Background: an optimization exercise with open tools, aiming at small area, a short achievable clock period and few clock cycles per item. Do not read the settings as production practice.
The RTL was checked by simulation tests, not by an equivalence proof against the original design.

Setup of run E:
Design sds_dither, start of the top module:
module sds_dither (
    input  wire        clk,
    input  wire        rst,
    input  wire        start,
    input  wire [6:0]  cfg_width,
    input  wire [8:0]  cfg_height,
    output reg         busy,
    output reg         geom_err,
    input  wire        in_valid,
    output reg         in_ready,
    input  wire [23:0] in_rgb,
    output reg         out_valid,
    input  wire        out_ready,
    output reg  [2:0]  out_idx
);
==> flow/config.mk <==
export PLATFORM = sky130hd
export DESIGN_NAME = sds_dither
export DESIGN_NICKNAME = sds_dither
export VERILOG_FILES = /design/flow/design.v
export SDC_FILE = /design/flow/constraint.sdc
export NUM_CORES = 4
export LEC_CHECK = 0
export ABC_AREA = 1
export CAP_MARGIN = 20
export CORE_MARGIN = 2
export CORE_UTILIZATION = 40
export SLEW_MARGIN = 20
==> flow/constraint.sdc <==
create_clock -name core_clock -period 70.0 [get_ports {clk}]
set_input_delay 14.0000 -clock core_clock [delete_from_list [all_inputs] [get_ports {clk}]]
set_output_delay 14.0000 -clock core_clock [all_outputs]
set_load 0.01 [all_outputs]
standard.sh (not shown) runs the stock make flow with config.mk's settings and CLKGATE_MAP_FILE= SYNTH_SCRIPT=/design/flow/synth_recipe.tcl, a recipe that flattens the netlist after the stock synthesis.
==> flow/flow/run.sh <==
#!/bin/bash
# Layout flow: the standard ORFS layout (standard.sh), with two changes to
# how the layout is made:
#  - port buffers are buf_4 cells instead of the resizer's default pick;
#  - clock tree: larger sink clusters and no dummy loads.
# Each step's full output goes to orfs/logs as usual; standard.sh's own output
# goes to std.log in this folder.
set -euo pipefail
export BUFFER_PORTS_ARGS="-buffer_cell sky130_fd_sc_hd__buf_4"
export CTS_ARGS="-sink_clustering_enable -repair_clock_nets -dont_use_dummy_load -sink_clustering_size 26 -sink_clustering_max_diameter 150"
bash standard.sh > std.log 2>&1
Testbench counts of run E, summed over its fixed seeds: cycles 60,960, pixels 60,672.
Relative to run E, the following input files were edited for run B:
--- a/flow/design.v
+++ b/flow/design.v
@@ -1170,13 +1170,12 @@
     reg        vb;             
     reg        xb0;            
     reg        ph1, ph2;       
     reg [2:0]  nfl;            
     reg        pop_q;
     reg        st;             
-    reg        bsy;            
     wire w_lo0   = ~|cfg_width[5:0];
     wire w_ok    = cfg_width[6] ? w_lo0 : ~w_lo0;
     wire h_ok    = (|cfg_height) & ~(&cfg_height[8:5] & |cfg_height[4:0]);
     wire geom_ok = w_ok & h_ok;
     wire go      = start & geom_ok;                  
     wire idle_in = ~run & ~vi & ~st;                 
@@ -1199,35 +1198,33 @@
             w <= cfg_width;
             h <= cfg_height;
         end
         if (rst) begin
             run      <= 1'b0;
             busy     <= 1'b0;
-            bsy      <= 1'b0;
             geom_err <= 1'b0;
             in_ready <= 1'b0;
             vi       <= 1'b0;
             vb       <= 1'b0;
             ph1      <= 1'b0;
             ph2      <= 1'b0;
             nfl      <= 3'd0;
             pop_q    <= 1'b0;
             st       <= 1'b0;
         end else begin
-            if (bsy) begin
+            if (busy) begin
                 run      <= st | (in_valid ? run_v1 : run);
-                bsy      <= ~(out_ready & out_valid & last_out);
+                busy     <= ~(out_ready & out_valid & last_out);
                 in_ready <= st | (in_valid ? rdy_v1 : rdy_v0);
                 st       <= 1'b0;
             end else begin
-                bsy      <= go;
+                busy     <= go;
                 st       <= go;
                 if (start)
                     geom_err <= ~geom_ok;
             end
-            busy     <= busy ? ~(out_ready & out_valid & last_out) : go;
             vi       <= in_valid & in_ready;
             vb       <= vi;
             ph1      <= vi & slow & px_last;
             ph2      <= ph1 & (w == 7'd1);
             nfl      <= nf;
             pop_q    <= out_valid & out_ready;
==> comparison <==
Run B completed end to end with timing, DRC and antenna clean. As far as number of clock sinks is concerned, run E and run B perform about the same. Between run E and run B, the share of synthesized cell area in full adder, half adder and majority cells does not differ in any meaningful way. Compare run B and run E | utilization higher: run E. Comparing number of non-clock inverters for run B and run E, the smaller number came from run B. Run B has clock period minus final worst setup slack above what run E had. Status: die extent in x parity (run B, run E). There was hardly any difference in ratio of final minimum period to clock period between run E and run B. Summary of run B over run E: filler cell count in the final layout rose by 292, net total in the final layout stayed essentially flat, via count stayed essentially flat, HPWL reported at the end of detailed placement stayed essentially flat. The worst setup slack of run B was inferior to that of run E. [compare] base=run E new=run B: pre-CTS setup slack lost 490 ps, routed length on met1 picked up an extra 2.2%.
Testbench counts of run B, summed over its fixed seeds: cycles 60,960, pixels 60,672.

## re-timing with driven ports
Ports are ideal in the flow. The routed layouts listed here were re-timed in OpenROAD. Step 1 sets driving cells, clkbuf_16 on the clock port and buf_2 on the other inputs (assumed; they add their load-dependent delay and slew). Step 2 also shifts input and output timing later by t, the mid clock arrival at the registers, as if the neighbouring blocks saw the same clock. Three values: ideal ports, drivers, drivers and shift; two values: the first two.
run | t (ns) | setup WS [ns] | worst slew at a driven data input, ns
run E | 0.861 | 54.722 / 54.627 / 54.387 | 0.04
run B | 0.854 | 54.681 / 54.586 / 53.927 | 0.07
After both steps setup and hold are still met in every run listed. The setup slack of run B, which loses most, moves by -0.095 ns with the drivers and by -0.754 ns with both steps.
